This is an optimization exercise on Yosys and OpenROAD, whose aim is small area and few clock cycles, not a production implementation. No functional check of the RTL was part of any run shown here. No activity file was given, so power comes from the tool's default toggle rates.

File: flow/run.sh
#!/bin/bash
# Layout flow: the standard flow (standard.sh, ORFS synth to finish) with
# two changes:
#  - ABC maps the logic with flow/abc_area.script (structural choices, then
#    delay mapping with area recovery) in place of ORFS's speed script,
#    which upsizes every gate; synthesis is otherwise unchanged, so the
#    registers are the standard synthesis's;
#  - the port buffers are buf_1 cells instead of the default buffer cell.
# Each step's full log stays in orfs/logs/; make's own output goes to
# flow_make.log in the work folder.
set -euo pipefail
W=$PWD
rm -rf "$W/scripts_local"
cp -r "$FLOW_HOME/scripts" "$W/scripts_local"
cp "$W/flow/abc_area.script" "$W/scripts_local/abc_speed.script"
bash "$W/standard.sh" SCRIPTS_DIR="$W/scripts_local" \
    BUFFER_PORTS_ARGS="-buffer_cell sky130_fd_sc_hd__buf_1" finish \
    > "$W/flow_make.log" 2>&1
File: flow/abc_area.script
&get -n
&st
&dch
&nf -R 1000
&put
topo
File: standard.sh
#!/bin/bash
# synth_recipe.tcl (not shown) runs the flow's synth.tcl, then flattens the netlist and writes it again
# the make line also repeats each setting of config.mk as NAME=value (left out here)
make -C /OpenROAD-flow-scripts/flow DESIGN_CONFIG=/design/flow/config.mk WORK_HOME=/design/flow/orfs CLKGATE_MAP_FILE= SYNTH_SCRIPT=/design/flow/synth_recipe.tcl "${@:-finish}"
File: config.mk
export PLATFORM = sky130hd
export DESIGN_NAME = hdlc_rx32
export DESIGN_NICKNAME = hdlc_rx32
export VERILOG_FILES = /design/flow/design.v
export SDC_FILE = /design/flow/constraint.sdc
export NUM_CORES = 4
export LEC_CHECK = 0
export CAP_MARGIN = 20
export CORE_MARGIN = 2
export CORE_UTILIZATION = 40
export SLEW_MARGIN = 20
File: constraint.sdc
create_clock -name core_clock -period 5.5 [get_ports {clk}]
set_input_delay 1.1000 -clock core_clock [delete_from_list [all_inputs] [get_ports {clk}]]
set_output_delay 1.1000 -clock core_clock [all_outputs]
set_load 0.01 [all_outputs]
File: design.v
module crc16_x25_byte (
    input  wire [15:0] crc_in,
    input  wire [7:0]  data,
    output reg  [15:0] crc_out
);
    integer i;
    reg [15:0] c;
    always @(*) begin
        c = crc_in ^ {8'h00, data};
        for (i = 0; i < 8; i = i + 1) begin
            if (c[0])
                c = (c >> 1) ^ 16'h8408;
            else
                c = c >> 1;
        end
        crc_out = c;
    end
endmodule
module hdlc_rx32 (
    input  wire        clk,
    input  wire        rst,
    input  wire        rx_valid,
    output wire        rx_ready,
    input  wire [31:0] rx_data,
    input  wire  [2:0] rx_len,
    input  wire        rx_clear,
    output wire        pl_valid,
    input  wire        pl_ready,
    output wire [31:0] pl_data,
    output wire  [2:0] pl_len,
    output wire        pl_end,
    output wire        pl_crc_ok,
    output wire        pl_abort
);
    localparam [7:0]  FLAG = 8'h7E;
    localparam [7:0]  ESC  = 8'h7D;
    localparam [15:0] RESIDUE = 16'hF0B8;
    reg        open_r;      
    reg        esc_r;       
    reg  [1:0] hc_r;        
    reg  [7:0] h0_r;        
    reg  [7:0] h1_r;        
    reg [15:0] crc_r;       
    reg        half_r;      
    wire        ne_r = (hc_r != 2'd0) || esc_r;
    wire [15:0] b = half_r ? rx_data[31:16] : rx_data[15:0];
    wire [7:0]  b0 = b[7:0];
    wire [7:0]  b1 = b[15:8];
    wire        in0 = 1'b1;                                   
    wire        in1 = half_r ? rx_len[2] : (rx_len[2] | rx_len[1]);
    wire        more = !half_r && (rx_len[2] | (&rx_len[1:0]));   
    wire f0 = in0 && (b0 == FLAG);
    wire f1 = in1 && (b1 == FLAG);
    wire x0 = (b0 == ESC);
    wire x1 = (b1 == ESC);
    wire end0  = f0 && open_r && ne_r;
    wire bd0   = !f0 && open_r;                   
    wire i0    = bd0 && !esc_r && x0;             
    wire v0    = bd0 && !i0;                      
    wire [7:0] u0 = b0 ^ {2'b00, esc_r, 5'b00000};
    wire o1    = f0 || open_r;                    
    wire n1    = !f0 && (ne_r || bd0);            
    wire e1    = i0;                              
    wire end1  = f1 && o1 && n1;
    wire bd1   = in1 && !f1 && o1;
    wire i1    = bd1 && !e1 && x1;
    wire v1    = bd1 && !i1;
    wire [7:0] u1 = b1 ^ {2'b00, e1, 5'b00000};
    wire has_end = end0 || end1;
    wire [7:0] b2 = rx_data[23:16];
    wire [7:0] b3 = rx_data[31:24];
    wire fast = !half_r && rx_len[2] && !rx_clear && open_r && (hc_r == 2'd2) &&
                !f0 && !x0 && !f1 && !x1 &&
                (b2 != FLAG) && (b2 != ESC) && (b3 != FLAG) && (b3 != ESC);
    wire hin  = !f0 || end0;                      
    wire [1:0] hce = hin ? hc_r : 2'd0;
    wire       v1n = v1 && !end0;
    reg  [2:0] nemit;
    reg        tge2;
    always @(*) begin
        case ({hce, v0, v1n})
            4'b00_00:                     begin tge2 = 1'b0; nemit = 3'd0; end
            4'b00_01, 4'b00_10, 4'b01_00: begin tge2 = 1'b0; nemit = has_end ? 3'd1 : 3'd0; end
            4'b00_11, 4'b01_01, 4'b01_10, 4'b10_00: begin tge2 = 1'b1; nemit = 3'd0; end
            4'b01_11, 4'b10_01, 4'b10_10: begin tge2 = 1'b1; nemit = 3'd1; end
            4'b10_11:                     begin tge2 = 1'b1; nemit = 3'd2; end
            default:                      begin tge2 = 1'b1; nemit = 3'd0; end
        endcase
    end
    wire [7:0] slot0 = (hce == 2'd2) ? h0_r : (hce == 2'd1) ? h1_r : u0;
    assign pl_data = {u1, u0, h1_r, slot0};
    wire [15:0] cs0, cs1;
    wire [15:0] ca0 = crc_r;
    crc16_x25_byte u_s0 (.crc_in(ca0), .data(u0), .crc_out(cs0));
    wire [15:0] ca1 = f0 ? 16'hFFFF : (v0 ? cs0 : ca0);
    crc16_x25_byte u_s1 (.crc_in(ca1), .data(u1), .crc_out(cs1));
    wire [15:0] ca2 = f1 ? 16'hFFFF : (v1 ? cs1 : ca1);
    wire [15:0] cs2, cs3;
    crc16_x25_byte u_s2 (.crc_in(ca2), .data(b2), .crc_out(cs2));
    crc16_x25_byte u_s3 (.crc_in(cs2), .data(b3), .crc_out(cs3));
    wire esc_at_end = end0 ? esc_r : e1;
    wire crc_good = ((end0 ? ca0 : ca1) == RESIDUE) && !esc_at_end && tge2;
    wire ev = rx_clear ? (open_r && ne_r) : (has_end || nemit != 3'd0);
    assign pl_valid  = rx_valid && ev;
    assign pl_len    = rx_clear ? 3'd0 : fast ? 3'd4 : nemit;
    assign pl_end    = rx_clear || has_end;
    assign pl_crc_ok = !rx_clear && crc_good;
    assign pl_abort  = rx_clear;
    wire go = rx_valid && pl_ready;
    assign rx_ready = pl_ready && (rx_clear || !more || fast);
    wire o2 = f1 || o1;
    wire e2 = f1 ? 1'b0 : (bd1 ? i1 : e1);
    wire [2:0] kb = f1 ? 3'd0 :
                    f0 ? {2'b00, v1} :
                    {1'b0, hc_r} + {2'b00, v0} + {2'b00, v1};
    always @(posedge clk) begin
        if (rst) begin
            open_r <= 1'b0;
            hc_r   <= 2'd0;
            half_r <= 1'b0;
        end else if (go) begin
            if (rx_clear) begin
                open_r <= 1'b0;
                half_r <= 1'b0;
            end else if (fast) begin
                esc_r  <= 1'b0;
                crc_r  <= cs3;
                h0_r   <= b2;
                h1_r   <= b3;
            end else begin
                open_r <= o2;
                esc_r  <= e2;
                hc_r   <= (kb >= 3'd2) ? 2'd2 : kb[1:0];
                crc_r  <= ca2;
                if (v1) begin
                    h0_r <= v0 ? u0 : h1_r;
                    h1_r <= u1;
                end else if (v0) begin
                    h0_r <= h1_r;
                    h1_r <= u0;
                end
                half_r <= more;
            end
        end
    end
endmodule
==> metrics.md, run 1 <==
| Metric | Value |
|---|---|
| Buffers on Ports | 79 |
| Clock Latency Late Sink | 0.30 ns |
| Power Dens Cells | ~180 nW/um^2 |
| Unrepaired setup endpoints after global routing | true |
| Final Max Slew Viols | 0 |
| Share of the synthesized area in the top cell type | a little over a quarter |
| Share of the core filled with cells | ~54% |
| Congestion Overflow GR | 0 |
| # IOs | 80 |
| Number of global-route vias before repair | between 4,000 and 5,000 |
| Starting density of the core | 40.7% |
| GRT Total Usage | 29.8% |
| Status | no timing/DRC/antenna violations |
| Count of cell types in the netlist | 38 |
| # hold bufs at CTS | 0 |
| Switch share | between 30% and 40% |
| Slew headroom | 44.6% |
| Crit start category | primary input |
| Multi-input logic area | 2750 sq um |
| Fillers | a little under 900 |
| Total die area | 10,100 sq um |
| WL final | approximately 15,000 um |
| Layout cell share with drive strength beyond 1 | 16.5% |
| DP Area | around 4800 sq um |
| Combinational share of power | 36.2% |
| Worst Tran Pin Value | 0.825 ns |
| DP Cell Count | around 740 |
| Via count | 4,327 |
| CTS clk-pin slew, worst paths | 0.08 ns |
| Required @ worst endpoint | ~5.6 ns |
| Final-stage net count | 678 |
| Wire per inst | 19.6 um |
| Tmin final | 5.30 ns |
| Synth area leader | edfxtp_1 |
| CP Capture Type | flip-flop |
| Synth Instances | 477 |
| Clock share of power | around 28% |
| Hpwl dp | 11,500 um |
| Area of the mapped netlist | 3730 sq um |
| Row Count | 35 |
| Post-synth EDFFs | 33 |
| Synth Register Bits | 37 |
| Avg Vias per Cell | 5.78 |
| Die width | 101 um |
| Worst-path maximum fanout | 40 |
| Lkg Pwr | roughly 1.8 nW |
| Flop pwr share | 35.3% |
| Initial antenna violation count | 0 |
| Pre-CTS WS | -0.273 ns |
| Max Cap Viol | 0 |
| Synth area leaders | edfxtp_1, xnor2_1, o21ai_0, nand2_1, a21oi_1 |
| Clock Skew | 0.00786 ns |
| Worst setup margin | 0.200 ns |
| Kind of critical path | primary input to flip-flop |
| Worst hold stages | 2 |
| Crit path DAT | 5.35 ns |
| H-tree depth | 2 |
| Maximum root-to-sink buffer count | 2 |
| CTS tree | built |
| Worst-path cell chain | buf_1, mux2_1, nor4_4, nand4_1, nor3_2, or2_4, buf_12, a21oi_1, o21ai_0, o31ai_4, xnor2_1, xnor2_2, xor2_1, a21oi_1, xnor2_1, xnor2_1, xnor2_2, xnor2_1, nor2_1, nor2_1, a21oi_1 |
| Sequential area share after synthesis | 28.7% |
| Cts bufs inserted | 5 |
| F_max | 189 MHz |
| Slowest stage delay, CP | 0.45 ns |
| Period utilisation layout | 96.4% |
| Core area | between 9000 and 10,000 sq um |
| Hold WC Path Type | flip-flop to flip-flop |
| Ys async rst share | 0% |
| Slowest CP cell | xnor2_1 |
| Pint | 0.592 mW |
| Cell repeated most along the worst path | xnor2_1 |
| Peak supply drop | 0.108 mV |
| Final hold violations | 0 |
| Layout area overhead | 33.7% |
| Routability cong. | roughly 0.94 |
| Clock Sinks | 37 |
| # diodes | 0 |
| Root Buffer | clkbuf_8 |
| DRT Pass-1 Iters | 5 |
| Seq. cell area | 1070 sq um |
| First-pass GRT wire length | 22,900 um |
| Routed Antenna Nets | 0 |
| Syn avg cell area | between 7 and 8 sq um |
| Setup violations, final | 0 |
| DRC viols | 0 |
| Syn nets | around 520 |
| Pwr Total | 0.881 mW |
| Net Sw Power | 0.289 mW |
| Dominant synthesized flop cell | edfxtp_1 |
| Ys Warns | 2 |
| Non-filler cells, final | 748 |
| Worst R2R Path Depth | 23 |
| Largest net degree at the start of global routing | 44 |
| Drt initial violations | 411 |
| Die Ht | 101 um |
| Fin area | 4980 sq um |
[cells in the mapped netlist (all sizes together) (4+ instances only)]
master and n:
a211oi 11, a21oi 50, edfxtp 33, nor2 64
dfxtp 4, xnor2 67, o21ai 53, nor4 5
o211ai 5, mux2i 14, xor2 26, nand2 67
nand4 6, clkinv 10, or2 5, a31oi 9
mux2 7, nor3 10
[state kept, by name, indices dropped and copies added (netlist names)]
signal,cells
esc_r,1
half_r,1
open_r,1
h1_r,8
crc_r,16
h0_r,8
hc_r,2
[layer usage]
metal  vias up  track usage, %  wire, um
met1      2003            42.7      6220
met2       250            47.6      6760
met5         -               0         0
met4         0            9.48       492
met3        38            2.84      1210
li1       2036               -         -
[cell families after synthesis]
group,share of synthesized area [%]
buf+inv,1.21
simple gates,20.8
compound gates,20.6
fa+ha+maj,0.873
xor+xnor,21.9
flops,28.7
mux,5.88
[critical path: cells and delay by family]
family | cells | cell delay, ns
AO/OA/AOI/OAI | 5 | 0.69
multiplexers | 1 | 0.38
AND/OR/NAND/NOR | 6 | 1.13
XOR/XNOR | 7 | 1.73
buffers and inverters | 2 | 0.30
[power by group through the flow]
stage	clock network (mW)	registers [mW]	logic (mW)
2_1_floorplan	0	0.317	0.187
3_3_place_gp	0	0.318	0.301
3_5_place_dp	0	0.318	0.302
4_1_cts	0.254	0.311	0.304
5_1_grt	0.263	0.312	0.346
6_report	0.251	0.311	0.319
[per-stage QoR]
| stage | setup TNS, ns | hold WS [ns] |
|---|---|---|
| 4_1_cts | 0 | 0.578 |
| 3_3_place_gp | -1.02 | 0.555 |
| 6_report | 0 | 0.580 |
| 3_5_place_dp | -1.59 | 0.561 |
| 5_1_grt | -0.138 | 0.631 |
| 2_1_floorplan | 0 | 0.500 |
[area by class of cell]
| class | instances | share of cell area [%] |
|---|---|---|
| multi-input combinational | 429 | 55.2 |
| sequential | 37 | 21.5 |
| clock buffer | 5 | 1.38 |
| clock inverter | 3 | 0.929 |
| inverter | 10 | 0.804 |
| tap | 111 | 2.79 |
| timing repair buffer | 153 | 17.4 |
[worst paths after layout]
check | start | end | slack (ns)
max reg2reg | half_r$_SDFFE_PP0P_ | crc_r[1]$_DFFE_PP_ | 0.31
min reg2reg | open_r$_SDFFE_PP0P_ | open_r$_SDFFE_PP0P_ | 0.58
max | rx_data[23] | crc_r[1]$_DFFE_PP_ | 0.20
min | open_r$_SDFFE_PP0P_ | open_r$_SDFFE_PP0P_ | 0.58
[cells in the final DEF, fill, tap and decap left out, types with 2 or more instances in the layout]
cell	instances
buf_1	79
a21oi_1	50
nand4b_1	3
mux2i_1	14
a211oi_2	3
nor4_1	4
clkinv_1	8
nor2b_1	2
nor2_1	63
xnor2_1	59
a211oi_1	8
o211ai_1	5
mux2_1	7
xor2_1	26
a31oi_1	9
xnor2_2	8
nand2_1	67
or3_1	2
nor3_1	7
dfxtp_1	4
nand4_1	6
a21boi_0	2
or2_4	2
edfxtp_1	33
or2_0	3
o22ai_1	3
clkinv_2	2
o21ai_0	52
nand3_1	3
clkbuf_8	5
buf_4	73
nor3_2	3
[timing repair]
action                                  4_1_cts  5_1_grt
endpoints found under the hold margin         0        0
setup buffers                                 0        3
endpoints found under the setup margin        0       15
gates resized for setup                       0       14
==> run 2, diff against run 1 <==
--- a/design.v
+++ b/design.v
@@ -35,6 +35,6 @@
     localparam [7:0]  FLAG = 8'h7E;
     localparam [7:0]  ESC  = 8'h7D;
-    localparam [15:0] RESIDUE = 16'hF0B8;
     reg        open_r;      
+    reg        ne_r;        
     reg        esc_r;       
     reg  [1:0] hc_r;        
@@ -43,5 +43,4 @@
     reg [15:0] crc_r;       
     reg        half_r;      
-    wire        ne_r = (hc_r != 2'd0) || esc_r;
     wire [15:0] b = half_r ? rx_data[31:16] : rx_data[15:0];
     wire [7:0]  b0 = b[7:0];
@@ -90,15 +89,18 @@
     wire [7:0] slot0 = (hce == 2'd2) ? h0_r : (hce == 2'd1) ? h1_r : u0;
     assign pl_data = {u1, u0, h1_r, slot0};
-    wire [15:0] cs0, cs1;
-    wire [15:0] ca0 = crc_r;
-    crc16_x25_byte u_s0 (.crc_in(ca0), .data(u0), .crc_out(cs0));
-    wire [15:0] ca1 = f0 ? 16'hFFFF : (v0 ? cs0 : ca0);
-    crc16_x25_byte u_s1 (.crc_in(ca1), .data(u1), .crc_out(cs1));
-    wire [15:0] ca2 = f1 ? 16'hFFFF : (v1 ? cs1 : ca1);
-    wire [15:0] cs2, cs3;
-    crc16_x25_byte u_s2 (.crc_in(ca2), .data(b2), .crc_out(cs2));
-    crc16_x25_byte u_s3 (.crc_in(cs2), .data(b3), .crc_out(cs3));
+    wire        hc2 = (hc_r == 2'd2);
+    wire [15:0] cx, cp2, cf1, cf2;
+    crc16_x25_byte u_x  (.crc_in(crc_r), .data(hc2 ? h0_r : h1_r), .crc_out(cx));
+    crc16_x25_byte u_p2 (.crc_in(cx),    .data(h1_r), .crc_out(cp2));
+    crc16_x25_byte u_f1 (.crc_in(cp2),   .data(u0),   .crc_out(cf1));
+    crc16_x25_byte u_f2 (.crc_in(cf1),   .data(u1),   .crc_out(cf2));
+    wire [15:0] rcv   = (end1 && v0) ? {u0, h1_r} : {h1_r, h0_r};
+    wire [15:0] pcrc  = (nemit == 3'd1) ? cx : crc_r;
     wire esc_at_end = end0 ? esc_r : e1;
-    wire crc_good = ((end0 ? ca0 : ca1) == RESIDUE) && !esc_at_end && tge2;
+    wire crc_good = (pcrc == ~rcv) && !esc_at_end && tge2;
+    wire [15:0] crc_n = fast ? cf2 :
+                        (f0 || f1) ? 16'hFFFF :
+                        (nemit == 3'd2) ? cp2 :
+                        (nemit == 3'd1) ? cx : crc_r;
     wire ev = rx_clear ? (open_r && ne_r) : (has_end || nemit != 3'd0);
     assign pl_valid  = rx_valid && ev;
@@ -107,7 +109,8 @@
     assign pl_crc_ok = !rx_clear && crc_good;
     assign pl_abort  = rx_clear;
-    wire go = rx_valid && pl_ready;
-    assign rx_ready = pl_ready && (rx_clear || !more || fast);
+    wire go = rx_valid && (!ev || pl_ready);
+    assign rx_ready = (!ev || pl_ready) && (rx_clear || !more || fast);
     wire o2 = f1 || o1;
+    wire n2 = !f1 && (n1 || bd1);
     wire e2 = f1 ? 1'b0 : (bd1 ? i1 : e1);
     wire [2:0] kb = f1 ? 3'd0 :
@@ -125,12 +128,13 @@
             end else if (fast) begin
                 esc_r  <= 1'b0;
-                crc_r  <= cs3;
+                crc_r  <= crc_n;
                 h0_r   <= b2;
                 h1_r   <= b3;
             end else begin
                 open_r <= o2;
+                ne_r   <= n2;
                 esc_r  <= e2;
                 hc_r   <= (kb >= 3'd2) ? 2'd2 : kb[1:0];
-                crc_r  <= ca2;
+                crc_r  <= crc_n;
                 if (v1) begin
                     h0_r <= v0 ? u0 : h1_r;
==> run 2 against run 1 <==
- cell count is 13% higher
- non-clock buffer count is 35 higher
- final area is 12% higher
- sequential share of layout area is 1.8 points lower
- setup slack worse by 0.62 ns
- now fails the layout checks on setup timing
- highest routed layer unchanged
- flip-flop and latch count is 1 higher
- clock power is about 20% lower
==> metrics.md, run 2 <==
| Metric | Value |
|---|---|
| First-pass GRT wire length | 24,800 um (+8.3%) |
| Power Dens Cells | 264 nW/um^2 (+50%) |
| # hold bufs at CTS | 0 (unchanged) |
| Crit path DAT | 4.82 ns (-0.53 ns) |
| H-tree depth | 2 (unchanged) |
| F_max | 169 MHz (-10%) |
| Lkg Pwr | 2.12 nW (+17%) |
| Syn nets | 562 (+8.3%) |
| Core area | 9770 sq um (+6.8%) |
| Worst R2R Path Depth | 16 (-30%) |
| Ys async rst share | 0% (unchanged) |
| Post-Synth XOR/XNOR Area | 21.0% (-0.85 points) |
| Hold WC Path Type | flip-flop to flip-flop |
| Worst setup margin | -0.419 ns (-0.619 ns) |
| Cts bufs inserted | 5 (unchanged) |
| Regs by FF count | crc_r (16), h0_r (8), h1_r (8) |
| Die Ht | 105 um (+4.0%) |
| Most frequent cells in the layout | buf_4, nor2_1, buf_1, nand2_1, xnor2_1 |
| Final-stage net count | 756 (+12%) |
| Slew headroom | 41.5% (-3.1 points) |
| Status | complete, but fails checks |
| Drt initial violations | 347 (-16%) |
| Routed Antenna Nets | 0 (unchanged) |
| Most numerous cell in the Yosys netlist | nor2_1 |
| Clock Skew | 0.0154 ns (+0.00752 ns) |
| Die width | 105 um (+4.0%) |
| Worst Tran Pin Value | 0.855 ns (+0.0295 ns) |
| Synth Instances | 520 (+9.0%) |
| Post-synth top cells | nor2_1, nand2_1, xnor2_1, a21oi_1, o21ai_0 |
| Max FFs per register | 16 (unchanged) |
| Dominant synthesized flop cell | edfxtp_1 |
| GRT Total Usage | 29.0% (-0.82 points) |
| Wire per inst | 18.8 um (-4.2%) |
| Worst hold stages | 2 (unchanged) |
| Share of the synthesized area in the top cell type | 25.3% (-1.3 points) |
| Synth area leader | edfxtp_1 |
| Setup TNS | -0.419 ns (-0.419 ns) |
| Post-synth EDFFs | 34 (+3.0%) |
| Kind of critical path | primary input to primary output |
| Synth Area in Compound Gates | 18.1% (-2.5 points) |
| Fillers | 946 (+6.3%) |
| Syn avg cell area | 7.77 sq um (-0.48%) |
| Clock Latency Late Sink | 0.31 ns (about the same) |
| DP Area | 5420 sq um (+14%) |
| Synth Register Bits | 38 (+2.7%) |
| Total die area | 10,900 sq um (+8.1%) |
| Row Count | 36 (+2.9%) |
| Post-Synth Simple-Gate Area | 20.2% (-0.58 points) |
| Peak supply drop | 0.113 mV (+5.2%) |
| CP Capture Type | primary output |
| Hpwl dp | 12,600 um (+9.5%) |
| Initial antenna violation count | 0 (unchanged) |
| CTS tree | built |
| Sequential area share after synthesis | 27.2% (-1.5 points) |
| Crit start category | primary input |
| Tmin final | 5.92 ns (+0.619 ns) |
| Layout cell share with drive strength beyond 1 | 19.9% (+3.4 points) |
| Count of cell types in the netlist | 36 (-5.3%) |
| Violated checks | setup timing |
| Period utilisation layout | 108% (+11 points) |
| WL final | 15,900 um (+8.6%) |
| # diodes | 0 (unchanged) |
| Commonest non-fill, non-tap cell in the layout | buf_4 |
| Ys Warns | 2 (unchanged) |
| Mux contribution to synthesized area | 11.2% (+5.4 points) |
| Final Max Slew Viols | 0 (unchanged) |
| Starting density of the core | 41.4% (+0.65 points) |
| Largest net degree at the start of global routing | 42 (-4.5%) |
| Worst-path maximum fanout | 4 (-90%) |
| DP Cell Count | 838 (+14%) |
| Largest family of logic cells by synthesized area | XOR/XNOR gates |
| Final hold violations | 0 (unchanged) |
| Area of the mapped netlist | 4040 sq um (+8.5%) |
| Largest Register | crc_r |
| Number of global-route vias before repair | 4,551 (+13%) |
| Avg Vias per Cell | 5.50 (-4.9%) |
| Synth area leaders | edfxtp_1, xnor2_1, xor2_1, mux2i_1, nor2_1 |
| Setup violations, final | 1 (+1) |
| Post-synthesis adder-cell area fraction | 0.805% (-0.068 points) |
| CTS clk-pin slew, worst paths | 0.09 ns (about the same) |
| Fin area | 5580 sq um (+12%) |
| Non-filler cells, final | 848 (+13%) |
| Root Buffer | clkbuf_8 |
| Congestion Overflow GR | 0 (unchanged) |
| DRC viols | 0 (unchanged) |
| Buffers on Ports | 79 (unchanged) |
| Routability cong. | 0.998 (+6.4%) |
| Unrepaired setup endpoints after global routing | true |
| # IOs | 80 (unchanged) |
| Layout area overhead | 38.1% |
| Max Cap Viol | 0 (unchanged) |
| Clock Sinks | 38 (+2.7%) |
| Required @ worst endpoint | 4.40 ns (-1.15 ns) |
| Maximum root-to-sink buffer count | 2 (unchanged) |
| Via count | 4,663 (+7.8%) |
| DRT Pass-1 Iters | 5 (unchanged) |
==> run 2: cell types whose count changed in the layout (fill, tap and decap cells not counted), sizes merged, moves of 5 or more <==
cell and change:
buf +35, mux2i +19, a211oi -8, a21oi +6, xor2 +13, nor2 +18
xnor2 -9, o21ai -5
==> run 2: worst paths after layout <==
path / startpoint / end / slack (ns)
worst min-delay path: hc_r[1]$_SDFFE_PP0P_ / hc_r[1]$_SDFFE_PP0P_ / 0.56
worst min register to register: hc_r[1]$_SDFFE_PP0P_ / hc_r[1]$_SDFFE_PP0P_ / 0.56
worst max-delay path: rx_data[20] / pl_crc_ok / -0.42
worst max register to register: hc_r[1]$_SDFFE_PP0P_ / crc_r[7]$_DFFE_PP_ / 0.36
==> run 2: area by class of cell <==
type / instances / area, sq um / area share, %
clock buffers: 6 / 72.6 / 1.30
clock inverters: 2 / 8.76 / 0.157
inverters: 13 / 48.8 / 0.874
multi-input cells: 468 / 3040 / 54.4
flip-flops and latches: 38 / 1100 / 19.7
well taps: 133 / 166 / 2.98
repair buffers: 188 / 1150 / 20.6
==> run 2: worst max-delay path, stage by stage <==
cell	delay, ns
buf_1	0.13
mux2i_2	0.11
nor4_4	0.31
nand4_1	0.18
nor2b_1	0.19
or3_4	0.43
or2_4	0.26
o22ai_2	0.15
buf_4	0.14
a21oi_1	0.04
a2111oi_0	0.78
buf_4	0.23
nand4_1	0.11
a2111oi_2	0.23
nand4_1	0.15
nor3_2	0.16
buf_2	0.15
==> run 2: kinds of logic (layout without fill, tap and decap cells) <==
logic type,after synthesis,in the layout
and+or+nand+nor,192,192
muxes,44,44
xor gates and xnor gates,97,97
adders and majority gates,2,2
buffers and inverters,14,209
AOI/OAI and AO/OA,133,133
DFF,38,38
==> run 2: repair_timing <==
action | 4_1_cts | 5_1_grt
buffers inserted | 1 | 1
pin swaps | 2 | 2
endpoints found under the setup margin | 2 | 2
resized for setup | 9 | 7
==> run 2: routing by layer <==
layer	global-route usage (%)	part of all wire (%)	vias up
met3	3.12	7.2	25
met4	8.49	2.5	0
met2	48.4	47	220
met5	0	0	-
li1	-	-	2250
met1	39.6	43	2168
==> run 2: power breakdown <==
group | internal, mW | total, mW | switching (mW)
Sequential | 0.319 | 0.325 | 0.00627
Clock | 0.0876 | 0.201 | 0.114
Combinational | 0.442 | 0.950 | 0.508
==> run 2: stage by stage <==
step | setup WS, ns | util [%] | hold slack [ns] | power (mW)
2_1_floorplan | -0.392 | - | 0.481 | 0.945
3_3_place_gp | -0.412 | 55.5 | 0.527 | 1.26
3_5_place_dp | -0.556 | 55.5 | 0.537 | 1.26
4_1_cts | -0.348 | 56.7 | 0.551 | 1.46
5_1_grt | -0.615 | 57.1 | 0.581 | 1.57
6_report | -0.419 | 57.1 | 0.562 | 1.48
==> run 3, diff against run 2 <==
--- a/design.v
+++ b/design.v
@@ -36,5 +36,4 @@
     localparam [7:0]  ESC  = 8'h7D;
     reg        open_r;      
-    reg        ne_r;        
     reg        esc_r;       
     reg  [1:0] hc_r;        
@@ -43,4 +42,5 @@
     reg [15:0] crc_r;       
     reg        half_r;      
+    wire        ne_r = (hc_r != 2'd0) || esc_r;
     wire [15:0] b = half_r ? rx_data[31:16] : rx_data[15:0];
     wire [7:0]  b0 = b[7:0];
@@ -70,6 +70,12 @@
     wire [7:0] b3 = rx_data[31:24];
     wire fast = !half_r && rx_len[2] && !rx_clear && open_r && (hc_r == 2'd2) &&
-                !f0 && !x0 && !f1 && !x1 &&
-                (b2 != FLAG) && (b2 != ESC) && (b3 != FLAG) && (b3 != ESC);
+                !f0 && !f1 && (b2 != FLAG) && (b3 != FLAG);
+    wire i2 = !i1 && (b2 == ESC);
+    wire i3 = !i2 && (b3 == ESC);
+    wire [7:0] u2 = b2 ^ {2'b00, i1, 5'b00000};
+    wire [7:0] u3 = b3 ^ {2'b00, i2, 5'b00000};
+    wire [2:0] fn = 3'd4 - {2'b00, i0} - {2'b00, i1} - {2'b00, i2} - {2'b00, i3};
+    wire [7:0] fv0 = i0 ? u1 : u0;
+    wire [7:0] fv1 = (!i0 && !i1) ? u1 : (!i2) ? u2 : u3;
     wire hin  = !f0 || end0;                      
     wire [1:0] hce = hin ? hc_r : 2'd0;
@@ -88,29 +94,33 @@
     end
     wire [7:0] slot0 = (hce == 2'd2) ? h0_r : (hce == 2'd1) ? h1_r : u0;
-    assign pl_data = {u1, u0, h1_r, slot0};
+    assign pl_data = {fv1, fv0, h1_r, slot0};
     wire        hc2 = (hc_r == 2'd2);
     wire [15:0] cx, cp2, cf1, cf2;
     crc16_x25_byte u_x  (.crc_in(crc_r), .data(hc2 ? h0_r : h1_r), .crc_out(cx));
     crc16_x25_byte u_p2 (.crc_in(cx),    .data(h1_r), .crc_out(cp2));
-    crc16_x25_byte u_f1 (.crc_in(cp2),   .data(u0),   .crc_out(cf1));
-    crc16_x25_byte u_f2 (.crc_in(cf1),   .data(u1),   .crc_out(cf2));
-    wire [15:0] rcv   = (end1 && v0) ? {u0, h1_r} : {h1_r, h0_r};
-    wire [15:0] pcrc  = (nemit == 3'd1) ? cx : crc_r;
+    crc16_x25_byte u_f1 (.crc_in(cp2),   .data(fv0),  .crc_out(cf1));
+    crc16_x25_byte u_f2 (.crc_in(cf1),   .data(fv1),  .crc_out(cf2));
+    wire ok_h   = (crc_r == ~{h1_r, h0_r});
+    wire ok_u   = hc2 ? (cx == ~{u0, h1_r}) : ({u0, h1_r} == 16'h0000);
     wire esc_at_end = end0 ? esc_r : e1;
-    wire crc_good = (pcrc == ~rcv) && !esc_at_end && tge2;
-    wire [15:0] crc_n = fast ? cf2 :
-                        (f0 || f1) ? 16'hFFFF :
-                        (nemit == 3'd2) ? cp2 :
-                        (nemit == 3'd1) ? cx : crc_r;
-    wire ev = rx_clear ? (open_r && ne_r) : (has_end || nemit != 3'd0);
+    wire crc_good = ((end1 && v0) ? ok_u : ok_h) && !esc_at_end && tge2;
+    reg [15:0] crc_n;
+    always @(*) begin
+        if (fast)
+            crc_n = (fn == 3'd4) ? cf2 : (fn == 3'd3) ? cf1 : cp2;
+        else if (f0 || f1)
+            crc_n = 16'hFFFF;
+        else
+            crc_n = (nemit == 3'd2) ? cp2 : (nemit == 3'd1) ? cx : crc_r;
+    end
+    wire ev = rx_clear ? (open_r && ne_r) : (fast || has_end || nemit != 3'd0);
     assign pl_valid  = rx_valid && ev;
-    assign pl_len    = rx_clear ? 3'd0 : fast ? 3'd4 : nemit;
+    assign pl_len    = rx_clear ? 3'd0 : fast ? fn : nemit;
     assign pl_end    = rx_clear || has_end;
     assign pl_crc_ok = !rx_clear && crc_good;
     assign pl_abort  = rx_clear;
-    wire go = rx_valid && (!ev || pl_ready);
-    assign rx_ready = (!ev || pl_ready) && (rx_clear || !more || fast);
+    wire go = rx_valid && pl_ready;
+    assign rx_ready = pl_ready && (rx_clear || !more || fast);
     wire o2 = f1 || o1;
-    wire n2 = !f1 && (n1 || bd1);
     wire e2 = f1 ? 1'b0 : (bd1 ? i1 : e1);
     wire [2:0] kb = f1 ? 3'd0 :
@@ -126,16 +136,13 @@
                 open_r <= 1'b0;
                 half_r <= 1'b0;
-            end else if (fast) begin
-                esc_r  <= 1'b0;
-                crc_r  <= crc_n;
-                h0_r   <= b2;
-                h1_r   <= b3;
             end else begin
                 open_r <= o2;
-                ne_r   <= n2;
-                esc_r  <= e2;
-                hc_r   <= (kb >= 3'd2) ? 2'd2 : kb[1:0];
+                esc_r  <= fast ? i3 : e2;
+                hc_r   <= fast ? 2'd2 : (kb >= 3'd2) ? 2'd2 : kb[1:0];
                 crc_r  <= crc_n;
-                if (v1) begin
+                if (fast) begin
+                    h0_r <= i3 ? (i1 ? u0 : u1) : (i2 ? u1 : u2);
+                    h1_r <= i3 ? u2 : u3;
+                end else if (v1) begin
                     h0_r <= v0 ? u0 : h1_r;
                     h1_r <= u1;
@@ -144,5 +151,5 @@
                     h1_r <= u0;
                 end
-                half_r <= more;
+                half_r <= more && !fast;
             end
         end
==> run 3 against run 2 <==
- the run now finishes clean
- power fell by 3.4%
- count of clock-buffer cells in the layout rose by 2
- critical endpoint is now pl_len[1]
- sequential share of layout area fell by 1.9 points
- clock power rose by 53%
- fmax rose by 8.6%
- highest routed layer unchanged
- core utilization fell by 4.6 points
==> metrics.md, run 3 <==
| Metric | Value |
|---|---|
| Worst-path maximum fanout | 3 (-1) |
| Slew headroom | 29.4% (-12 points) |
| Status | no timing/DRC/antenna violations |
| Hold WC Path Type | flip-flop to flip-flop |
| Post-synth EDFFs | 33 (-2.9%) |
| Die width | 112 um (+7.4%) |
| Drt initial violations | 427 (+23%) |
| Largest Register | crc_r |
| Clock Sinks | 37 (-2.6%) |
| Routability cong. | 0.991 (-0.63%) |
| Period utilisation layout | 99.1% (-8.5 points) |
| DRT Pass-1 Iters | 6 (+1) |
| Ys Warns | 2 (unchanged) |
| Final-stage net count | 811 (+7.3%) |
| Synth Area in Compound Gates | 24.1% (+6.1 points) |
| # diodes | 0 (unchanged) |
| Count of cell types in the netlist | 45 (+25%) |
| Syn nets | 656 (+17%) |
| WL final | 18,400 um (+15%) |
| Fillers | 1,129 (+19%) |
| Synth Instances | 607 (+17%) |
| Synth Register Bits | 37 (-2.6%) |
| Max FFs per register | 16 (unchanged) |
| CP Capture Type | primary output |
| Worst R2R Path Depth | 16 (unchanged) |
| CTS clk-pin slew, worst paths | 0.06 ns (-0.03 ns) |
| Largest family of logic cells by synthesized area | compound AO/OA/AOI/OAI gates |
| Reg2reg start | hc_r[1]$_SDFFE_PP0P_ |
| Avg Vias per Cell | 6.03 (+9.6%) |
| # hold bufs at CTS | 0 (unchanged) |
| DP Cell Count | 897 (+7.0%) |
| Row Count | 39 (+8.3%) |
| Final hold violations | 0 (unchanged) |
| Required @ worst endpoint | 4.40 ns (about the same) |
| Synth area leader | edfxtp_1 |
| F_max | 183 MHz (+8.6%) |
| Via count | 5,459 (+17%) |
| Hpwl dp | 14,200 um (+13%) |
| Post-synth top cells | a21oi_1, xnor2_1, nor2_1, nand2_1, o21ai_0 |
| Kind of critical path | primary input to primary output |
| Mux contribution to synthesized area | 6.69% (-4.5 points) |
| Post-synthesis adder-cell area fraction | 2.72% (+1.9 points) |
| Wire per inst | 20.3 um (+8.0%) |
| Crit start category | primary input |
| Crit path DAT | 4.35 ns (-0.47 ns) |
| Setup violations, final | 0 (-1) |
| Syn avg cell area | 7.73 sq um (-0.57%) |
| Setup slack, reg-to-reg | 0.35 ns (about the same) |
| Routed Antenna Nets | 0 (unchanged) |
| Lkg Pwr | 2.06 nW (-3.0%) |
| Final Max Slew Viols | 0 (unchanged) |
| Sequential area share after synthesis | 22.8% (-4.4 points) |
| Largest net degree at the start of global routing | 30 (-29%) |
| Root Buffer | clkbuf_16 |
| GRT Total Usage | 29.2% (+0.19 points) |
| Setup TNS | 0 ns (+0.419 ns) |
| Commonest non-fill, non-tap cell in the layout | buf_1 |
| Critical path origin | rx_data[7] |
| Regs by FF count | crc_r (16), h0_r (8), h1_r (8) |
| Worst setup endpoint | pl_len[1] |
| Clock Skew | 0.00492 ns (-0.0105 ns) |
| Maximum root-to-sink buffer count | 2 (unchanged) |
| Die Ht | 112 um (+7.4%) |
| Worst Tran Pin Value | 1.06 ns (+0.201 ns) |
| Share of the synthesized area in the top cell type | 21.1% (-4.1 points) |
| Power Dens Cells | 238 nW/um^2 (-10%) |
| Dominant synthesized flop cell | edfxtp_1 |
| First-pass GRT wire length | 29,000 um (+17%) |
| Tmin final | 5.45 ns (-0.467 ns) |
| # IOs | 80 (unchanged) |
| Ys async rst share | 0% (unchanged) |
| Clock Latency Late Sink | 0.29 ns (-0.02 ns) |
| Layout area overhead | 27.7% |
| H-tree depth | 2 (unchanged) |
| Seq. cell area | 1070 sq um (-2.7%) |
| Core area | 11,400 sq um (+17%) |
| Unrepaired setup endpoints after global routing | true |
| Most frequent cells in the layout | buf_1, a21oi_1, buf_4, nor2_1, xnor2_1 |
| Max Cap Viol | 0 (unchanged) |
| Cts bufs inserted | 5 (unchanged) |
| Post-Synth Simple-Gate Area | 19.8% (-0.43 points) |
| Worst hold stages | 2 (unchanged) |
| Congestion Overflow GR | 0 (unchanged) |
| Multi-input logic area | 3690 sq um (+21%) |
| CTS tree | built |
| Initial antenna violation count | 0 (unchanged) |
| DRC viols | 0 (unchanged) |
| Non-filler cells, final | 906 (+6.8%) |
| Number of global-route vias before repair | 5,309 (+17%) |
| Post-Synth XOR/XNOR Area | 22.2% (+1.2 points) |
| Total die area | 12,600 sq um (+15%) |
| Layout cell share with drive strength beyond 1 | 13.5% (-6.4 points) |
| Starting density of the core | 41.1% (-0.27 points) |
| Peak supply drop | 0.210 mV (+85%) |
| Worst r2r dst | crc_r[8]$_DFFE_PP_ |
| Buffers on Ports | 79 (unchanged) |
| Area of the mapped netlist | 4690 sq um (+16%) |
| Most numerous cell in the Yosys netlist | a21oi_1 |
| Synth area leaders | edfxtp_1, xnor2_1, xor2_1, a21oi_1, o21ai_0 |
==> run 3: worst min-delay path by stage <==
stage                              start              endpoint  slack (ns)
floorplan           hc_r[1]$_SDFFE_PP0P_  hc_r[1]$_SDFFE_PP0P_        0.52
global placement    hc_r[0]$_SDFFE_PP0P_  hc_r[0]$_SDFFE_PP0P_        0.55
detailed placement  hc_r[1]$_SDFFE_PP0P_  hc_r[1]$_SDFFE_PP0P_        0.56
CTS                 hc_r[1]$_SDFFE_PP0P_  hc_r[1]$_SDFFE_PP0P_        0.58
global route        hc_r[0]$_SDFFE_PP0P_  hc_r[0]$_SDFFE_PP0P_        0.62
finish              hc_r[1]$_SDFFE_PP0P_  hc_r[1]$_SDFFE_PP0P_        0.58
==> run 3: kinds of logic after synthesis <==
kind of cell,Yosys count
simple gates,200
compound gates,193
xor+xnor,119
flops,37
mux,30
buf+inv,19
fa+ha+maj,9
==> run 3: timing repair <==
item,CTS,global route
gates resized for setup,3,16
setup buffers,0,1
pin swaps,3,8
setup endpoints to repair,1,9
==> run 3: area by class of cell <==
type | instances | share of cell area, %
multi-input combinational | 551 | 61.5
clock buffer | 8 | 2.44
tap | 143 | 2.99
inverter | 18 | 1.32
sequential | 37 | 17.9
timing repair buffer | 149 | 13.9
==> run 3: layer usage <==
layer	GRT usage [%]	share of wire [%]	vias to the layer above
li1	-	-	2539
met1	39.6	43	2623
met2	48.3	46	255
met3	3.56	7.4	42
met4	9.92	3.1	0
met5	0	0	-
==> run 3: through the flow <==
| stage | worst slack (ns) | cell area [sq um] | power (mW) | utilization, % | hold slack [ns] |
|---|---|---|---|---|---|
| after floorplan | -0.0894 | 4760 | 0.854 | - | 0.520 |
| after global placement | -0.0479 | 5750 | 1.09 | 50.3 | 0.553 |
| after detailed placement | -0.0721 | 5750 | 1.09 | 50.3 | 0.562 |
| after CTS | 0.0406 | 5900 | 1.40 | 51.7 | 0.582 |
| after global routing | -0.0994 | 5990 | 1.50 | 52.5 | 0.620 |
| final | 0.0484 | 5990 | 1.43 | 52.5 | 0.578 |
==> run 3: critical path, cell delays in order <==
cell and delay, ns:
buf_6 0.09, mux2_4 0.27, or4_4 0.52, nand4bb_4 0.25, nor2b_4 0.15, nor3_2 0.21, and3_4 0.23, clkinv_4 0.06
nand3_4 0.08, clkinv_4 0.05, fa_1 0.49, inv_2 0.05, ha_4 0.15, ha_4 0.26, nor2_2 0.04, a211oi_2 0.18
buf_2 0.16
==> run 3: power by group <==
part / switching (mW) / total [mW] / internal (mW)
Sequential: 0.00398 / 0.311 / 0.307
Clock: 0.125 / 0.307 / 0.181
Combinational: 0.445 / 0.807 / 0.362
==> run 4, diff against run 3 <==
==> flow/abc_area.script (replaced) <==
&get -n
&st
&dch
&nf
&st
&syn2
&if -g -K 6
&synch2
&nf
&st
&syn2
&if -g -K 6
&synch2
&nf
&st
&syn2
&if -g -K 6
&synch2
&nf
&st
&syn2
&if -g -K 6
&synch2
&nf
&st
&syn2
&if -g -K 6
&synch2
&nf
&put
buffer -c
topo
stime -c
dnsize -c
==> run 4 against run 3 <==
- final area up 8.2%
- first-iteration DRC count increased by 47%
- area after synthesis increased by 18%
- fmax is 3.6% higher
- critical path depth is 5 lower
- core utilization is 4.1 points lower
- sequential power hardly changed
- flip-flop and latch count unchanged
- register-to-register slack better by 0.12 ns
- setup slack improved by 0.19 ns
- global-route usage grew 1.2 points
- via count rose by 11%
- critical endpoint is now pl_crc_ok
- largest cell class unchanged
- largest power group unchanged
- highest routed layer unchanged
==> metrics.md, run 4 <==
| Metric | Value |
|---|---|
| Status | no timing/DRC/antenna violations |
| Cts bufs inserted | 5 (unchanged) |
| Routed Antenna Nets | 0 (unchanged) |
| Final hold violations | 0 (unchanged) |
| Period utilisation layout | 95.7% (-3.4 points) |
| Total die area | 14,800 sq um (+17%) |
| Layout area overhead | 17.1% |
| Post-Synth XOR/XNOR Area | 25.3% (+3.1 points) |
| Mux contribution to synthesized area | 6.78% (+0.085 points) |
| Fin area | 6480 sq um (+8.2%) |
| Fillers | 1,374 (+22%) |
| # hold bufs at CTS | 0 (unchanged) |
| Max Cap Viol | 0 (unchanged) |
| GRT Total Usage | 30.4% (+1.2 points) |
| Lkg Pwr | 2.32 nW (+13%) |
| Root Buffer | clkbuf_16 |
| Syn nets | 751 (+14%) |
| Clock Latency Late Sink | 0.29 ns (about the same) |
| Crit path DAT | 4.16 ns (-0.19 ns) |
| DRC viols | 0 (unchanged) |
| Initial antenna violation count | 0 (unchanged) |
| Final Max Slew Viols | 0 (unchanged) |
| Regs by FF count | crc_r (16), h0_r (8), h1_r (8) |
| Die Ht | 122 um (+8.3%) |
| Setup TNS | 0 ns (unchanged) |
| Largest net degree at the start of global routing | 31 (+3.3%) |
| Slew headroom | 27.0% (-2.4 points) |
| Synth Area in Compound Gates | 23.5% (-0.59 points) |
| Congestion Overflow GR | 0 (unchanged) |
| WL final | 22,300 um (+21%) |
| CP Capture Type | primary output |
| Tmin final | 5.26 ns (-0.187 ns) |
| Wire per inst | 22.7 um (+12%) |
| H-tree depth | 2 (unchanged) |
| Pwr Total | 1.35 mW (-5.3%) |
| First-pass GRT wire length | 34,100 um (+18%) |
| Power Dens Cells | 208 nW/um^2 (-12%) |
| Most numerous cell in the Yosys netlist | xnor2_1 |
| Post-Synth Simple-Gate Area | 18.7% (-1.1 points) |
| Dominant synthesized flop cell | edfxtp_1 |
| Row Count | 42 (+7.7%) |
| Core area | 13,400 sq um (+17%) |
| Layout cell share with drive strength beyond 1 | 9.31% (-4.2 points) |
| Largest Register | crc_r |
| # IOs | 80 (unchanged) |
| # diodes | 0 (unchanged) |
| Post-synthesis adder-cell area fraction | 2.30% (-0.42 points) |
| Hold WC Path Type | flip-flop to flip-flop |
| CTS clk-pin slew, worst paths | 0.06 ns (about the same) |
| Die width | 122 um (+8.3%) |
| DP Area | 6320 sq um (+10%) |
| Kind of critical path | flip-flop to primary output |
| Drt initial violations | 629 (+47%) |
| Unrepaired setup endpoints after global routing | false |
| Post-synth top cells | xnor2_1, nand2_1, a21oi_1, o21ai_0, nor2_1 |
| Commonest non-fill, non-tap cell in the layout | xnor2_1 |
| CTS tree | built |
| Setup Buffers After CTS | 0 (unchanged) |
| Required @ worst endpoint | 4.40 ns (about the same) |
| Count of cell types in the netlist | 65 (+44%) |
| Maximum root-to-sink buffer count | 2 (unchanged) |
| CTS resizes | 0 (-3) |
| Hpwl dp | 17,400 um (+23%) |
| Via count | 6,073 (+11%) |
| Crit start category | flip-flop |
| Starting density of the core | 41.3% (+0.23 points) |
| Most frequent cells in the layout | xnor2_1, buf_1, nand2_1, a21oi_1, o21ai_0 |
| DRT Pass-1 Iters | 7 (+1) |
| Share of the synthesized area in the top cell type | 17.9% (-3.2 points) |
| Post-synth EDFFs | 33 (unchanged) |
| Avg Vias per Cell | 6.18 (+2.6%) |
| Largest family of logic cells by synthesized area | XOR/XNOR gates |
| Peak supply drop | 0.183 mV (-13%) |
| Synth area leader | edfxtp_1 |
| Number of global-route vias before repair | 5,679 (+7.0%) |
| Sequential area share after synthesis | 19.3% (-3.5 points) |
| F_max | 190 MHz (+3.6%) |
| Synth area leaders | edfxtp_1, xnor2_1, a21oi_1, mux2i_1, xor2_1 |
| Setup violations, final | 0 (unchanged) |
| Clock Skew | 0.00634 ns (+0.00142 ns) |
| Routability cong. | 0.993 (+0.16%) |
| Buffers on Ports | 79 (unchanged) |
| Final-stage net count | 854 (+5.3%) |
| Synth Instances | 702 (+16%) |
| Ys Warns | 2 (unchanged) |
| Clock Sinks | 37 (unchanged) |
| Ys async rst share | 0% (unchanged) |
| Syn avg cell area | 7.89 sq um (+2.1%) |
| Max FFs per register | 16 (unchanged) |
| Worst-path maximum fanout | 11 (+8) |
| Worst Tran Pin Value | 1.09 ns (+0.0318 ns) |
| Synth Register Bits | 37 (unchanged) |
| Area of the mapped netlist | 5540 sq um (+18%) |
[run 4: area by class of cell]
| cell class | instances | area (sq um) | share of cell area [%] |
|---|---|---|---|
| multi-input combinational | 608 | 4250 | 65.6 |
| sequential | 37 | 1070 | 16.5 |
| tap | 176 | 220 | 3.40 |
| timing repair buffer | 134 | 709 | 10.9 |
| inverter | 19 | 71.3 | 1.10 |
| clock buffer | 7 | 153 | 2.35 |
| clock inverter | 1 | 5.00 | 0.0772 |
[run 4: power by group]
| part | switching [mW] | internal, mW | leakage (nW) | total [mW] |
|---|---|---|---|---|
| clock network | 0.122 | 0.192 | 0.0799 | 0.314 |
| registers | 0.00421 | 0.307 | 0.330 | 0.311 |
| logic | 0.399 | 0.325 | 1.91 | 0.724 |
| total | 0.525 | 0.824 | 2.32 | 1.35 |
[run 4: path summary, 6_finish.rpt]
| path | slack, ns | from | cells past startpoint | end |
|---|---|---|---|---|
| max | 0.24 | hc_r[1]$_SDFFE_PP0P_ | 12 | pl_crc_ok |
| min | 0.60 | hc_r[0]$_SDFFE_PP0P_ | 2 | hc_r[0]$_SDFFE_PP0P_ |
| min reg2reg | 0.60 | hc_r[0]$_SDFFE_PP0P_ | 2 | hc_r[0]$_SDFFE_PP0P_ |
| max reg2reg | 0.47 | hc_r[1]$_SDFFE_PP0P_ | 11 | crc_r[2]$_DFFE_PP_ |
[run 4: per-stage QoR]
stage | instances | utilization [%] | setup slack (ns) | hold WS, ns
after floorplan | 702 | - | 0.0295 | 0.557
after global placement | 974 | 47.2 | 0.177 | 0.586
after detailed placement | 974 | 47.2 | 0.114 | 0.593
after CTS | 982 | 48.3 | 0.103 | 0.604
after global routing | 982 | 48.4 | 0.0463 | 0.643
final | 982 | 48.4 | 0.236 | 0.604
[run 4: per-layer routing]
layer,GRT usage (%),vias up,part of all wire (%)
met4,10.3,0,3.4
met5,0,-,0
met3,6.98,48,10
met2,43.9,386,41
met1,44.5,2864,45
li1,-,2775,-
[run 4: cell families after synthesis]
family                     after synthesis
AOI/OAI and AO/OA                      212
xor gates and xnor gates               134
adders and majority gates                9
buffers and inverters                   57
DFF                                     37
muxes                                   37
and+or+nand+nor                        216
[run 4: critical path: stages (launching register included)]
cell	delay, ns
dfxtp_1	0.46
nor2b_1	0.37
buf_4	0.30
mux2i_1	0.12
xnor2_1	0.87
xor2_1	0.15
buf_4	0.23
or3_1	0.37
a22oi_1	0.18
a31oi_1	0.10
o31ai_1	0.32
and3_1	0.23
buf_1	0.16
==> run 5, diff against run 4 <==
==> flow/abc_area.script (replaced) <==
&get -n
&st
&dch
&nf -R 1000
&put
buffer -c
topo
stime -c
dnsize -c
==> run 5 against run 4 <==
- register-to-register slack gained 0.09 ns
- power grew 4.5%
- first-iteration DRC count shrank 1.7%
- via count shrank 11%
- sequential power is essentially flat
- non-clock buffer count grew 20
- final area shrank 8.1%
- worst hold slack lost 0.017 ns
- cell count shrank 6.8%
- clock power shrank 11%
- still clean
==> metrics.md, run 5 <==
| Metric | Value |
|---|---|
| Worst hold stages | 2 (unchanged) |
| WL final | 18,300 um (-18%) |
| Routed Antenna Nets | 0 (unchanged) |
| Layout cell share with drive strength beyond 1 | 13.9% (+4.6 points) |
| Largest net degree at the start of global routing | 30 (-3.2%) |
| GRT Total Usage | 28.1% (-2.3 points) |
| Peak supply drop | 0.228 mV (+25%) |
| Hold path startpoint | hc_r[1]$_SDFFE_PP0P_ |
| DP Area | 5750 sq um (-9.0%) |
| Period utilisation layout | 98.6% (+2.9 points) |
| Via count | 5,409 (-11%) |
| Die Ht | 114 um (-6.6%) |
| Worst setup margin | 0.0764 ns (-0.159 ns) |
| Max FFs per register | 16 (unchanged) |
| Worst Hold End | hc_r[1]$_SDFFE_PP0P_ |
| Root Buffer | clkbuf_16 |
| Reg2reg start | hc_r[1]$_SDFFE_PP0P_ |
| Crit path DAT | 4.32 ns (+0.16 ns) |
| Clock Sinks | 37 (unchanged) |
| Hpwl dp | 14,600 um (-17%) |
| H-tree depth | 2 (unchanged) |
| Mux contribution to synthesized area | 6.53% (-0.25 points) |
| Setup slack, reg-to-reg | 0.56 ns (+0.09 ns) |
| Crit start category | primary input |
| CP Capture Type | primary output |
| Critical path origin | rx_data[7] |
| Required @ worst endpoint | 4.40 ns (about the same) |
| Setup violations, final | 0 (unchanged) |
| Final hold violations | 0 (unchanged) |
| Kind of critical path | primary input to primary output |
| Slowest CP cell | fa_1 |
| Congestion Overflow GR | 0 (unchanged) |
| Sequential area share after synthesis | 22.3% (+2.9 points) |
| Worst-path cell chain | buf_1, mux2_4, or4_4, nand4bb_4, nor2b_4, nor3_4, and3_4, inv_2, nand3_4, clkinv_4, fa_1, inv_1, ha_2, ha_4, nor2_1, a211oi_2, buf_2 |
| Tmin final | 5.42 ns (+0.159 ns) |
| Setup TNS | 0 ns (unchanged) |
| Routability cong. | 0.940 (-5.3%) |
| Post-synth top cells | a21oi_1, xnor2_1, nor2_1, nand2_1, o21ai_0 |
| Area of the mapped netlist | 4810 sq um (-13%) |
| Layout area overhead | 23.9% |
| Maximum root-to-sink buffer count | 2 (unchanged) |
| Worst-path maximum fanout | 3 (-8) |
| # hold bufs at CTS | 0 (unchanged) |
| Most frequent cells in the layout | buf_1, a21oi_1, buf_4, xnor2_1, nor2_1 |
| Initial antenna violation count | 0 (unchanged) |
| Avg Vias per Cell | 5.91 (-4.4%) |
| CTS clk-pin slew, worst paths | 0.06 ns (about the same) |
| Worst r2r dst | crc_r[9]$_DFFE_PP_ |
| Fillers | 1,130 (-18%) |
| Cts bufs inserted | 5 (unchanged) |
| DRT Pass-1 Iters | 5 (-2) |
| Synth area leaders | edfxtp_1, xnor2_1, xor2_1, a21oi_1, o21ai_0 |
| Post-Synth XOR/XNOR Area | 21.7% (-3.7 points) |
| Fin area | 5960 sq um (-8.1%) |
| Slowest stage delay, CP | 0.52 ns (-0.35 ns) |
| Most numerous cell in the Yosys netlist | a21oi_1 |
| Number of global-route vias before repair | 4,990 (-12%) |
| Ys Warns | 2 (unchanged) |
| Synth area leader | edfxtp_1 |
| Starting density of the core | 40.6% (-0.77 points) |
| Core area | 11,900 sq um (-11%) |
| Syn avg cell area | 7.54 sq um (-4.4%) |
| Synth Instances | 638 (-9.1%) |
| Post-synthesis adder-cell area fraction | 2.65% (+0.35 points) |
| Largest family of logic cells by synthesized area | compound AO/OA/AOI/OAI gates |
| # diodes | 0 (unchanged) |
| Power Dens Cells | 237 nW/um^2 (+14%) |
| Post-synth EDFFs | 33 (unchanged) |
| Syn nets | 687 (-8.5%) |
| First-pass GRT wire length | 28,300 um (-17%) |
| Synth Area in Compound Gates | 23.5% (about the same) |
| Unrepaired setup endpoints after global routing | true |
| Drt initial violations | 618 (-1.7%) |
| Dominant synthesized flop cell | edfxtp_1 |
| Clock Skew | 0.00881 ns (+0.00247 ns) |
| Buffers on Ports | 79 (unchanged) |
| Total die area | 12,900 sq um (-13%) |
| Count of cell types in the netlist | 50 (-23%) |
| Die width | 114 um (-6.6%) |
| Wire per inst | 20.1 um (-12%) |
| Ys async rst share | 0% (unchanged) |
| Max Cap Viol | 0 (unchanged) |
| Share of the synthesized area in the top cell type | 20.6% (+2.7 points) |
| Synth Register Bits | 37 (unchanged) |
| Pre-CTS WS | -0.0553 ns (-0.169 ns) |
| Row Count | 40 (-4.8%) |
| Regs by FF count | crc_r (16), h0_r (8), h1_r (8) |
| F_max | 184 MHz (-2.9%) |
| DRC viols | 0 (unchanged) |
| Worst Tran Pin Value | 1.01 ns (-0.0820 ns) |
| Lkg Pwr | 2.08 nW (-10%) |
| Share of the core filled with cells | 50.2% (+1.9 points) |
| Hold WC Path Type | flip-flop to flip-flop |
| Largest Register | crc_r |
| Clock Latency Late Sink | 0.29 ns (about the same) |
| Post-Synth Simple-Gate Area | 19.3% (+0.66 points) |
| CTS tree | built |
| Slew headroom | 32.7% (+5.7 points) |
| Final Max Slew Viols | 0 (unchanged) |
| # IOs | 80 (unchanged) |
| Final-stage net count | 816 (-4.4%) |
| Worst R2R Path Depth | 17 (+6) |
| Status | no timing/DRC/antenna violations |
| Commonest non-fill, non-tap cell in the layout | buf_1 |
-- run 5: changes by cell type in the layout (fill, tap and decap cells not counted), moves of 9 or more --
cell,before,now
xor2_1,36,47
nand2_1,77,60
xnor2_1,82,72
nor2_1,54,71
xnor3_1,9,0
mux2i_1,33,19
a21oi_1,67,76
buf_4,55,75
-- run 5: final cells by class --
type                       count  area [sq um]  share of cell area (%)
clock buffer                   8           136                    2.29
tap                          147           184                    3.09
timing repair buffer         154           862                    14.5
inverter                      18          72.6                    1.22
multi-input combinational    551          3630                    61.0
sequential                    37          1070                    18.0
-- run 5: repair_timing --
item / 4_1_cts / 5_1_grt
pin swaps: 3 / 3
hold endpoints to repair: 0 / 0
setup buffers: 0 / 2
setup endpoints to repair: 1 / 3
resized for setup: 2 / 10
-- run 5: metrics by stage --
step / hold WS, ns / power [mW] / cells
after floorplan: 0.514 / 0.855 / 638
after global placement: 0.561 / 1.12 / 905
after detailed placement: 0.573 / 1.12 / 905
after CTS: 0.583 / 1.40 / 913
after global routing: 0.634 / 1.48 / 915
final: 0.586 / 1.41 / 915
-- run 5: worst max-delay path: cells and delay by family --
kind	cells	cell delay, ns
mux	1	0.27
compound gates	1	0.15
buf+inv	5	0.40
simple gates	7	1.42
fa+ha+maj	3	0.98
-- run 5: where the power goes --
part	internal, mW	switching [mW]	total, mW
logic	0.369	0.450	0.819
registers	0.307	0.00372	0.311
clock network	0.169	0.112	0.281
-- run 5: cell families (layout without fill, tap and decap cells) --
| family | after synthesis | after routing |
|---|---|---|
| flip-flops | 37 | 37 |
| XOR/XNOR | 119 | 119 |
| multiplexers | 30 | 30 |
| buffers and inverters | 50 | 180 |
| AND/OR/NAND/NOR | 200 | 200 |
| adder cells (fa/ha/maj) | 9 | 9 |
| AO/OA/AOI/OAI | 193 | 193 |
-- run 5: worst max path at each step --
stage	to	slack, ns	depth (start not counted)
floorplan	pl_len[1]	0.02	16
global placement	pl_len[1]	0.008	17
detailed placement	pl_len[1]	-0.06	17
CTS	pl_len[1]	0.04	17
global route	pl_valid	-0.03	16
finish	pl_len[1]	0.08	17
-- run 5: layer usage --
layer / share of wire (%) / GRT usage [%] / vias to the layer above
li1: - / - / 2553
met1: 45 / 42.6 / 2486
met2: 43 / 42.1 / 345
met3: 11 / 3.72 / 25
met4: 2.0 / 7.15 / 0
met5: 0 / 0 / -
==> run 6, diff against run 5 <==
==> flow/abc_area.script (replaced) <==
&get -n
&st
&dch
&nf -R 1000
&put
topo
--- a/config.mk
+++ b/config.mk
@@ -9,3 +9,4 @@
 export CORE_MARGIN = 2
 export CORE_UTILIZATION = 40
+export GPL_TIMING_DRIVEN = 0
 export SLEW_MARGIN = 20
==> run 6 against run 5 <==
- the layout now fails its checks (setup timing)
- combinational power is 9.4% lower
- power shrank 3.0%
- critical endpoint unchanged
- flip-flop and latch count is the same
- die area is 2.4% lower
- core utilization is 1.4 points higher
==> metrics.md, run 6 <==
| Metric | Value |
|---|---|
| Flop pwr share | 22.9% (+0.8 points) |
| Slowest stage delay, CP | 0.54 ns (+0.02 ns) |
| Commonest non-fill, non-tap cell in the layout | a21oi_1 |
| Sequential area share after synthesis | 22.8% (+0.56 points) |
| Critical path origin | rx_data[23] |
| Switch share | 42.4% (+2.3 points) |
| Worst r2r dst | crc_r[10]$_DFFE_PP_ |
| Ys Warns | 2 (unchanged) |
| Mux contribution to synthesized area | 6.69% (+0.17 points) |
| M1 WL | 7620 um (-7.1%) |
| F_max | 180 MHz (-2.4%) |
| Reg2reg start | hc_r[1]$_SDFFE_PP0P_ |
| Avg Vias per Cell | 6.15 (+4.1%) |
| GRT Total Usage | 28.4% (+0.25 points) |
| Share of the synthesized area in the top cell type | 21.1% (+0.52 points) |
| Largest family of logic cells by synthesized area | compound AO/OA/AOI/OAI gates |
| Syn avg cell area | 7.73 sq um (+2.5%) |
| Post-synthesis adder-cell area fraction | 2.72% (+0.067 points) |
| Wire per inst | 21.1 um (+5.1%) |
| Crit start category | primary input |
| Required @ worst endpoint | 4.40 ns (about the same) |
| Max FFs per register | 16 (unchanged) |
| Most frequent cells in the layout | a21oi_1, buf_1, nor2_1, nand2_1, xnor2_1 |
| Final-stage net count | 760 (-6.9%) |
| Buffers on Ports | 79 (unchanged) |
| Ys async rst share | 0% (unchanged) |
| Clock Skew | 0.0131 ns (+0.00425 ns) |
| Status | complete, but fails checks |
| Routability cong. | 0.936 (-0.49%) |
| Period utilisation layout | 101% (+2.4 points) |
| Met3 WL | 1480 um (-24%) |
| Worst-path maximum fanout | 6 (+3) |
| Core area | 11,400 sq um (-3.7%) |
| Tmin final | 5.56 ns (+0.132 ns) |
| Row Count | 39 (-2.5%) |
| Final hold violations | 0 (unchanged) |
| Slew headroom | 38.1% (+5.4 points) |
| CTS tree | built |
| Setup slack, reg-to-reg | 0.27 ns (-0.29 ns) |
| Post-synth EDFFs | 33 (unchanged) |
| Non-filler cells, final | 855 (-6.6%) |
| Synth Register Bits | 37 (unchanged) |
| Lkg Pwr | 1.93 nW (-7.6%) |
| First-pass GRT wire length | 28,200 um (-0.41%) |
| Synth area leaders | edfxtp_1, xnor2_1, xor2_1, a21oi_1, o21ai_0 |
| Max Cap Viol | 0 (unchanged) |
| Worst setup endpoint | pl_len[1] |
| Worst-path cell chain | buf_6, mux2_4, or4_4, nand4bb_4, nor2b_4, nor3_4, and3_4, clkinv_4, nand3_4, clkinv_8, fa_1, clkinv_2, ha_4, ha_4, nor2_2, a211oi_2, buf_2 |
| Die Ht | 112 um (-1.2%) |
| Net Sw Power | 0.580 mW (+2.6%) |
| # IOs | 80 (unchanged) |
| Congestion Overflow GR | 0 (unchanged) |
| Final Max Slew Viols | 0 (unchanged) |
| Buf/Inv on CP | 5 (unchanged) |
| Worst setup margin | -0.0557 ns (-0.132 ns) |
| Regs by FF count | crc_r (16), h0_r (8), h1_r (8) |
| Cell repeated most along the worst path | ha_4 |
| Root Buffer | clkbuf_16 |
| DRC viols | 0 (unchanged) |
| Worst Tran Pin Value | 0.928 ns (-0.0773 ns) |
| Clock Sinks | 37 (unchanged) |
| Slowest CP cell | fa_1 |
| Post-synth top cells | a21oi_1, xnor2_1, nor2_1, nand2_1, o21ai_0 |
| Peak supply drop | 0.129 mV (-43%) |
| Clock Latency Late Sink | 0.30 ns (about the same) |
| Combinational share of power | 54.2% (-3.9 points) |
| Layout area overhead | 25.7% |
| Maximum root-to-sink buffer count | 2 (unchanged) |
| Top sig layer | met4 |
| Clock share of power | 22.9% (+3.0 points) |
| CTS clk-pin slew, worst paths | 0.07 ns (about the same) |
| Hold WC Path Type | flip-flop to flip-flop |
| Kind of critical path | primary input to primary output |
| Number of global-route vias before repair | 4,986 (-0.080%) |
| Syn nets | 656 (-4.5%) |
| Dominant synthesized flop cell | edfxtp_1 |
| Met2 wire len | 8350 um (+6.4%) |
| Via count | 5,262 (-2.7%) |
| Post-Synth Simple-Gate Area | 19.8% (+0.46 points) |
| Critical path depth | 17 (unchanged) |
| Power Dens Cells | 232 nW/um^2 (-2.0%) |
| Synth area leader | edfxtp_1 |
| Hpwl dp | 13,200 um (-9.5%) |
| Synth Area in Compound Gates | 24.1% (+0.60 points) |
| Synth Instances | 607 (-4.9%) |
| CP Capture Type | primary output |
| Drt initial violations | 545 (-12%) |
| Crit path DAT | 4.46 ns (+0.14 ns) |
| Initial antenna violation count | 0 (unchanged) |
| Cts bufs inserted | 5 (unchanged) |
| H-tree depth | 2 (unchanged) |
| Family with the most delay on the worst path | simple AND/OR/NAND/NOR gates |
| Unrepaired setup endpoints after global routing | true |
| Count of cell types in the netlist | 45 (-10%) |
| Largest Register | crc_r |
| Total die area | 12,600 sq um (-2.4%) |
| Die width | 112 um (-1.2%) |
| Starting density of the core | 41.1% (+0.53 points) |
| Layout cell share with drive strength beyond 1 | 12.9% (-1.0 points) |
| Largest net degree at the start of global routing | 31 (+3.3%) |
| Post-Synth XOR/XNOR Area | 22.2% (+0.55 points) |
| Pint | 0.788 mW (-6.8%) |
| DRT Pass-1 Iters | 6 (+1) |
| Worst R2R Path Depth | 17 (unchanged) |
| Violated checks | setup timing |
| Setup TNS | -0.0557 ns (-0.0557 ns) |
| # diodes | 0 (unchanged) |
| DP Cell Count | 829 (-8.4%) |
| WL final | 18,000 um (-1.8%) |
| Share of the core filled with cells | 51.7% (+1.4 points) |
| Setup violations, final | 1 (+1) |
| Most numerous cell in the Yosys netlist | a21oi_1 |
| Routed Antenna Nets | 0 (unchanged) |
| Worst Hold Slack | 0.594 ns (+0.00732 ns) |
| Area of the mapped netlist | 4690 sq um (-2.5%) |
-- run 6: worst register-to-register path, delay by kind of cell (launching register included) --
kind	cells	cell delay (ns)
xor+xnor	12	3.45
mux	1	0.30
flops	1	0.46
compound gates	2	0.35
buf+inv	1	0.16
simple gates	1	0.22
-- run 6: cells by family after synthesis --
group / Yosys count
AO/OA/AOI/OAI: 193
adder cells (fa/ha/maj): 9
flip-flops: 37
XOR/XNOR: 119
buffers and inverters: 19
AND/OR/NAND/NOR: 200
multiplexers: 30
-- run 6: per-layer routing --
metal	track usage [%]	vias up
met5	0	-
met4	9.76	0
met3	4.00	37
met2	45.4	289
met1	39.4	2510
li1	-	2426
-- run 6: worst min-delay path by stage --
stage | from | endpoint | slack (ns) | cells past startpoint
2_1_floorplan | hc_r[1]$_SDFFE_PP0P_ | hc_r[1]$_SDFFE_PP0P_ | 0.52 | 2
3_3_place_gp | hc_r[1]$_SDFFE_PP0P_ | hc_r[1]$_SDFFE_PP0P_ | 0.55 | 2
3_5_place_dp | hc_r[1]$_SDFFE_PP0P_ | hc_r[1]$_SDFFE_PP0P_ | 0.57 | 2
4_1_cts | hc_r[1]$_SDFFE_PP0P_ | hc_r[1]$_SDFFE_PP0P_ | 0.58 | 2
5_1_grt | hc_r[1]$_SDFFE_PP0P_ | hc_r[1]$_SDFFE_PP0P_ | 0.61 | 2
6_report | hc_r[1]$_SDFFE_PP0P_ | hc_r[1]$_SDFFE_PP0P_ | 0.59 | 2
-- run 6: metrics by stage --
step | worst slack, ns | instance area (sq um) | total power, mW
6_report | -0.0557 | 5900 | 1.37
5_1_grt | -0.149 | 5900 | 1.43
4_1_cts | -0.0486 | 5680 | 1.32
3_5_place_dp | -1.22 | 5240 | 0.993
3_3_place_gp | -1.42 | 5240 | 0.992
2_1_floorplan | -0.0894 | 4760 | 0.854
-- run 6: final cells by class --
class | instances | area, sq um
Multi-Input combinational cell | 551 | 3920
Tap cell | 143 | 179
Clock inverter | 2 | 13.8
Sequential cell | 37 | 1070
Buffer | 1 | 7.51
Inverter | 18 | 100
Fill cell | 1131 | 5520
Clock buffer | 6 | 139
Timing Repair Buffer | 97 | 467
-- run 6: power by group through the flow --
| stage | logic, mW | registers [mW] | clock network, mW |
|---|---|---|---|
| 2_1_floorplan | 0.536 | 0.317 | 0 |
| 4_1_cts | 0.697 | 0.313 | 0.314 |
| 3_3_place_gp | 0.674 | 0.319 | 0 |
| 3_5_place_dp | 0.674 | 0.319 | 0 |
| 5_1_grt | 0.793 | 0.314 | 0.322 |
| 6_report | 0.742 | 0.313 | 0.313 |
-- run 6: timing repair --
| action | CTS | global route |
|---|---|---|
| buffers inserted | 10 | 8 |
| cloned | 0 | 0 |
| hold buffers | 0 | 0 |
| setup endpoints to repair | 46 | 20 |
| gates resized for setup | 43 | 28 |
| pin swaps | 9 | 0 |

Setup slack of run 6, layout unchanged: -0.056 ns with ideal ports, -0.087 ns with driving cells assumed (clock clkbuf_16, inputs buf_2), -0.172 ns with port delays also shifted by the 0.332 ns mid clock arrival.
